Context: an optimization exercise on an open-source flow, tuned for small area and a short achievable clock period. The choices shown serve that exercise and are no tape-out recipe. The RTL was checked by simulation tests, not by an equivalence proof against the original design. Power is estimated from default activity; no workload was simulated.

// ess_rx_codec
module ess_rx_codec (
    input  wire        clk,
    input  wire        rst,           
    input  wire        rx_valid,
    input  wire [31:0] rx_word,
    output reg         rx_rsp_valid,
    output reg  [31:0] rx_rsp,
    input  wire        cmd_valid,
    input  wire [31:0] cmd_word,
    output reg         cmd_rsp_valid,
    output wire [31:0] cmd_rsp
);
    localparam integer P_CAP = 500;
    localparam integer NFR   = 63;       
    localparam integer F_PHY = 504;
    localparam integer NPR   = 64;       
    localparam [7:0] SM  = 8'h24;
    localparam [7:0] EM1 = 8'h40;
    localparam [7:0] EM2 = 8'h23;
    localparam [7:0] AK1 = 8'h2A;
    localparam [7:0] AK2 = 8'h25;
    localparam [3:0] RC_OK        = 4'h0;
    localparam [3:0] RC_FRAME     = 4'h1;
    localparam [3:0] RC_ACK       = 4'h2;
    localparam [3:0] RC_OVERFLOW  = 4'h3;
    localparam [3:0] RC_UNDERFLOW = 4'h4;
    localparam [3:0] RC_RANGE     = 4'h9;
    localparam [3:0] RC_ILLEGAL   = 4'hA;
    localparam [1:0] P_AWAIT_START = 2'd0;
    localparam [1:0] P_COLLECTING  = 2'd1;
  ...
Size: about 6,500 flip-flops, about 130 I/O pins.
==> flow/config.mk <==
export PLATFORM = sky130hd
export DESIGN_NAME = ess_rx_codec
export DESIGN_NICKNAME = ess_rx_codec
export VERILOG_FILES = /design/flow/design.v
export SDC_FILE = /design/flow/constraint.sdc
export NUM_CORES = 4
export LEC_CHECK = 0
export CAP_MARGIN = 20
export CORE_MARGIN = 2
export CORE_UTILIZATION = 45
export SLEW_MARGIN = 20
export TNS_END_PERCENT = 10
==> flow/constraint.sdc <==
create_clock -name core_clock -period 10.0 [get_ports {clk}]
set_input_delay 2.0000 -clock core_clock [delete_from_list [all_inputs] [get_ports {clk}]]
set_output_delay 2.0000 -clock core_clock [all_outputs]
set_load 0.01 [all_outputs]
standard.sh (not shown) runs the stock make flow with config.mk's settings and CLKGATE_MAP_FILE= SYNTH_SCRIPT=/design/flow/synth_recipe.tcl, a recipe that flattens the netlist after the stock synthesis.
==> flow/flow/run.sh <==
#!/bin/bash
# Standard ORFS layout, with repair_timing aiming past the clock period's
# slack, buf_6 port buffers, and a CTS without dummy loads, with small sink
# clusters driven by clkbuf_8.
set -euo pipefail
bash standard.sh \
  SETUP_SLACK_MARGIN=6.5 \
  "BUFFER_PORTS_ARGS=-buffer_cell sky130_fd_sc_hd__buf_6" \
  "CTS_ARGS=-sink_clustering_enable -repair_clock_nets -dont_use_dummy_load -sink_clustering_size 16 -sink_clustering_max_diameter 45 -buf_list {sky130_fd_sc_hd__clkbuf_8 sky130_fd_sc_hd__clkbuf_16} -root_buf sky130_fd_sc_hd__clkbuf_16 -sink_clustering_buffer sky130_fd_sc_hd__clkbuf_8" \
  finish > standard_make.log 2>&1
Then changed:
--- a/flow/design.v
+++ b/flow/design.v
@@ -186,28 +186,21 @@
     wire       pa_hit  = pw_v[pa_j] && (pw_r[pa_j] == pa_r);
     wire [7:0] pa_byte = (c_a == 8'd0) ? pay0 : pa_hit ? pw_d[pa_j] : pa_ring_lo;
     wire       pa_hi_ok = c_rdpay && (c_a != 8'd0) && (c_a != 8'hFF) && !pa_hit;
     wire fifo_empty = (fill == 9'd0);
     wire fifo_full  = (fill == P_CAP);
     wire c_takes   = cmd_valid && (c_pop || c_parsef || c_packf);
     wire c_take_ok = c_takes && !fifo_empty;
     wire [7:0] hd = hq[0];
-    wire       c_sel_hd = c_s;
-    wire [7:0] c_byte = c_sel_hd ? hd : c_d;
-    wire b_sm  = c_sel_hd ? (hd == SM)  : (c_d == SM);
-    wire b_em1 = c_sel_hd ? (hd == EM1) : (c_d == EM1);
-    wire b_em2 = c_sel_hd ? (hd == EM2) : (c_d == EM2);
-    wire b_ak1 = c_sel_hd ? (hd == AK1) : (c_d == AK1);
-    wire b_ak2 = c_sel_hd ? (hd == AK2) : (c_d == AK2);
-    wire pc_last = (pcount + 8'd1 == flen);
+    wire [7:0] c_byte = (c_parsef || c_packf) ? hd : c_d;
     wire do_dstep = cmd_valid && (c_parse  || (c_parsef && !fifo_empty));
     wire do_astep = cmd_valid && (c_pack   || (c_packf  && !fifo_empty));
-    wire frame_done = (pst == P_AWAIT_END2) && b_em2;
-    wire ack_done   = (ast == A_GOT_AK1)    && b_ak2;
+    wire frame_done = (pst == P_AWAIT_END2) && (c_byte == EM2);
+    wire ack_done   = (ast == A_GOT_AK1)    && (c_byte == AK2);
     wire [8:0] fill_m1 = fill - 9'd1;
     wire [8:0] fill_p1 = fill + 9'd1;
     wire       armed_c = (cmd_valid && c_rearm) ? 1'b1 : armed;
     wire       dpend_c = (cmd_valid && c_rearm) ? 1'b0 : dpend;
     reg  [15:0] reg_val;
     reg         reg_ok;
     always @(*) begin
         reg_ok  = 1'b1;
@@ -388,38 +381,38 @@
                 armed <= armed_c;
                 dpend <= dpend_c;
                 if (r_push_v && armed_c) inb <= 1'b1;
             end
             if (cmd_valid && c_setlen) len <= c_d;
             if (do_dstep) begin
                 case (pst)
                     P_AWAIT_START: begin
-                        if (b_sm) begin
+                        if (c_byte == SM) begin
                             flen   <= len;
                             pcount <= 8'd0;
                             fv     <= 1'b0;
                             pst    <= (len == 8'd0) ? P_AWAIT_END1 : P_COLLECTING;
                         end
                     end
                     P_COLLECTING: begin
                         pcount <= pcount + 8'd1;
-                        if (pc_last) pst <= P_AWAIT_END1;
+                        if (pcount + 8'd1 == flen) pst <= P_AWAIT_END1;
                     end
                     P_AWAIT_END1: begin
-                        pst <= b_em1 ? P_AWAIT_END2 : P_AWAIT_START;
+                        pst <= (c_byte == EM1) ? P_AWAIT_END2 : P_AWAIT_START;
                     end
                     P_AWAIT_END2: begin
                         pst <= P_AWAIT_START;
-                        if (b_em2) fv <= 1'b1;
+                        if (c_byte == EM2) fv <= 1'b1;
                     end
                 endcase
             end
             if (do_astep) begin
                 case (ast)
-                    A_START:   if (b_sm) ast <= A_GOT_SM;
-                    A_GOT_SM:  ast <= b_ak1 ? A_GOT_AK1 : A_START;
+                    A_START:   if (c_byte == SM) ast <= A_GOT_SM;
+                    A_GOT_SM:  ast <= (c_byte == AK1) ? A_GOT_AK1 : A_START;
                     default:   ast <= A_START;
                 endcase
             end
         end
     end
 endmodule
Effect: Area after synthesis falls by 0.42%. Total power hardly moves. Cell area falls by 1.0%. Sequential share of layout area rises by 0.75 points. Synthesized cell count falls by 1.5%. Die area falls by 0.42%. Worst hold slack improved by 0.0091 ns. Wire length falls by 2.9%. Count of clock-buffer cells in the layout falls by 4.

========
Setup of P:
ess_rx_codec, a different RTL version from the one above (not shown whole).
Size in the first run: about 12000 cells after synthesis, roughly 6500 flip-flops, about 130 I/O pins.
==> flow/config.mk <==
export PLATFORM = sky130hd
export DESIGN_NAME = ess_rx_codec
export DESIGN_NICKNAME = ess_rx_codec
export VERILOG_FILES = /design/flow/design.v
export SDC_FILE = /design/flow/constraint.sdc
export NUM_CORES = 4
export LEC_CHECK = 0
export CAP_MARGIN = 20
export CORE_MARGIN = 2
export CORE_UTILIZATION = 45
export SLEW_MARGIN = 20
export TNS_END_PERCENT = 10
==> flow/constraint.sdc <==
create_clock -name core_clock -period 10.0 [get_ports {clk}]
set_input_delay 2.0000 -clock core_clock [delete_from_list [all_inputs] [get_ports {clk}]]
set_output_delay 2.0000 -clock core_clock [all_outputs]
set_load 0.01 [all_outputs]
==> flow/flow/run.sh <==
#!/bin/bash
# Standard ORFS layout, with repair_timing aiming past the clock period's
# slack, buf_6 port buffers, and a CTS without dummy loads and with larger
# sink clusters.
set -euo pipefail
bash standard.sh \
  SETUP_SLACK_MARGIN=6.5 \
  "BUFFER_PORTS_ARGS=-buffer_cell sky130_fd_sc_hd__buf_6" \
  "CTS_ARGS=-sink_clustering_enable -repair_clock_nets -dont_use_dummy_load -sink_clustering_size 20 -sink_clustering_max_diameter 60" \
  finish > standard_make.log 2>&1
Both conditions hold for P: the flow ran to the end and the final layout passed the timing, design-rule and antenna checks.
--- input diff P..Q ---
-- flow/design.v --
<<< P, line 157
    reg  [7:0] pa_ring_lo;    
    reg  [7:0] pa_ring_hi;    
    integer m, q, e;
    always @(*) begin
>>> Q, line 157
    reg  [7:0] pa_ring_lo;    
    reg  [7:0] pa_ring_hi;    
    reg  [7:0] pa_cl [0:3];
    reg  [7:0] pa_ch [0:3];
    integer m, q, e;
    always @(*) begin
<<< P, line 166
                pa_psel[q] = pa_psel[q] | (pa_jdec[e] & coh[(e - q) & 3]);
        end
        pa_ring_lo = 8'd0;
        pa_ring_hi = 8'd0;
        for (m = 0; m < NPR; m = m + 1)
            for (q = 0; q < 4; q = q + 1)
                if (m < NPR/2)
                    pa_ring_lo = pa_ring_lo | ({8{(pa_r == m) && pa_psel[q]}} & pq[m*32 + q*8 +: 8]);
                else
                    pa_ring_hi = pa_ring_hi | ({8{(pa_r == m) && pa_psel[q]}} & pq[m*32 + q*8 +: 8]);
    end
    wire       pa_hit  = pw_v[pa_j] && (pw_r[pa_j] == pa_r);
>>> Q, line 168
                pa_psel[q] = pa_psel[q] | (pa_jdec[e] & coh[(e - q) & 3]);
        end
        for (q = 0; q < 4; q = q + 1) begin
            pa_cl[q] = 8'd0;
            pa_ch[q] = 8'd0;
            for (m = 0; m < NPR; m = m + 1)
                if (m < NPR/2)
                    pa_cl[q] = pa_cl[q] | ({8{pa_r == m}} & pq[m*32 + q*8 +: 8]);
                else
                    pa_ch[q] = pa_ch[q] | ({8{pa_r == m}} & pq[m*32 + q*8 +: 8]);
        end
        pa_ring_lo = 8'd0;
        pa_ring_hi = 8'd0;
        for (q = 0; q < 4; q = q + 1) begin
            pa_ring_lo = pa_ring_lo | ({8{pa_psel[q]}} & pa_cl[q]);
            pa_ring_hi = pa_ring_hi | ({8{pa_psel[q]}} & pa_ch[q]);
        end
    end
    wire       pa_hit  = pw_v[pa_j] && (pw_r[pa_j] == pa_r);
<<< P, line 183
    wire c_take_ok = c_takes && !fifo_empty;
    wire [7:0] hd = hq[0];
    wire [7:0] c_byte = (c_parsef || c_packf) ? hd : c_d;
    wire do_dstep = cmd_valid && (c_parse  || (c_parsef && !fifo_empty));
    wire do_astep = cmd_valid && (c_pack   || (c_packf  && !fifo_empty));
    wire frame_done = (pst == P_AWAIT_END2) && (c_byte == EM2);
    wire ack_done   = (ast == A_GOT_AK1)    && (c_byte == AK2);
    wire [8:0] fill_m1 = fill - 9'd1;
    wire [8:0] fill_p1 = fill + 9'd1;
>>> Q, line 192
    wire c_take_ok = c_takes && !fifo_empty;
    wire [7:0] hd = hq[0];
    wire       c_sel_hd = c_s;
    wire [7:0] c_byte = c_sel_hd ? hd : c_d;
    wire b_sm  = c_sel_hd ? (hd == SM)  : (c_d == SM);
    wire b_em1 = c_sel_hd ? (hd == EM1) : (c_d == EM1);
    wire b_em2 = c_sel_hd ? (hd == EM2) : (c_d == EM2);
    wire b_ak1 = c_sel_hd ? (hd == AK1) : (c_d == AK1);
    wire b_ak2 = c_sel_hd ? (hd == AK2) : (c_d == AK2);
    wire pc_last = (pcount + 8'd1 == flen);
    wire do_dstep = cmd_valid && (c_parse  || (c_parsef && !fifo_empty));
    wire do_astep = cmd_valid && (c_pack   || (c_packf  && !fifo_empty));
    wire frame_done = (pst == P_AWAIT_END2) && b_em2;
    wire ack_done   = (ast == A_GOT_AK1)    && b_ak2;
    wire [8:0] fill_m1 = fill - 9'd1;
    wire [8:0] fill_p1 = fill + 9'd1;
<<< P, line 378
                case (pst)
                    P_AWAIT_START: begin
                        if (c_byte == SM) begin
                            flen   <= len;
                            pcount <= 8'd0;
>>> Q, line 394
                case (pst)
                    P_AWAIT_START: begin
                        if (b_sm) begin
                            flen   <= len;
                            pcount <= 8'd0;
<<< P, line 387
                    P_COLLECTING: begin
                        pcount <= pcount + 8'd1;
                        if (pcount + 8'd1 == flen) pst <= P_AWAIT_END1;
                    end
                    P_AWAIT_END1: begin
                        pst <= (c_byte == EM1) ? P_AWAIT_END2 : P_AWAIT_START;
                    end
                    P_AWAIT_END2: begin
                        pst <= P_AWAIT_START;
                        if (c_byte == EM2) fv <= 1'b1;
                    end
                endcase
>>> Q, line 403
                    P_COLLECTING: begin
                        pcount <= pcount + 8'd1;
                        if (pc_last) pst <= P_AWAIT_END1;
                    end
                    P_AWAIT_END1: begin
                        pst <= b_em1 ? P_AWAIT_END2 : P_AWAIT_START;
                    end
                    P_AWAIT_END2: begin
                        pst <= P_AWAIT_START;
                        if (b_em2) fv <= 1'b1;
                    end
                endcase
<<< P, line 400
            if (do_astep) begin
                case (ast)
                    A_START:   if (c_byte == SM) ast <= A_GOT_SM;
                    A_GOT_SM:  ast <= (c_byte == AK1) ? A_GOT_AK1 : A_START;
                    default:   ast <= A_START;
                endcase
>>> Q, line 416
            if (do_astep) begin
                case (ast)
                    A_START:   if (b_sm) ast <= A_GOT_SM;
                    A_GOT_SM:  ast <= b_ak1 ? A_GOT_AK1 : A_START;
                    default:   ast <= A_START;
                endcase
Notes after the runs:
Of the two candidates, P has the worse post-route minimum period and Q the better one. The worst-case hold slack of Q is higher than that of P. Maximum frequency improves in Q relative to P. Taking P as the reference, in Q non-clock buffer count shows a reduction of 38%; compound-gate portion of the synthesized area shows a reduction of 0.46 points. Q: post-CTS clock slew at the launch and capture registers of the worst setup and hold paths 0.02 ns below P. Compared with P, in Q worst setup margin went up, total wirelength of the detailed-routed design went down.

## afterwards: timing with drivers on the ports
The flow's constraints put no driver on any port. The routed layouts listed below were extracted and timed again, unchanged, in two steps.
Step 1 (the two cells are an assumption about what drives the block):
set clk [get_ports {clk}]
set_driving_cell -lib_cell sky130_fd_sc_hd__clkbuf_16 $clk
set_driving_cell -lib_cell sky130_fd_sc_hd__buf_2 [delete_from_list [all_inputs] $clk]
Step 2 also shifts input and output timing later by t, the mid clock arrival at the registers, as if the neighbouring blocks saw the same clock.
Slacks: ideal / step 1 / step 2; pairs: ideal / step 1.
run	shift t [ns]	setup WS [ns]	worst hold slack (ns)
the first run of note 1	1.071	6.070 / 5.912 / 4.841	0.276 / 0.276 / 0.276
the second run of note 1	1.062	5.862 / 5.767 / 4.705	0.285 / 0.285 / 0.285
P	1.054	5.817 / 5.503 / 4.448	0.256 / 0.256 / 0.256
Q	1.043	6.041 / 5.889 / 4.846	0.269 / 0.269 / 0.269
After both steps setup and hold are still met in every run listed. The setup slack of P, which loses most, moves by -0.314 ns with the drivers and by -1.369 ns with both steps.
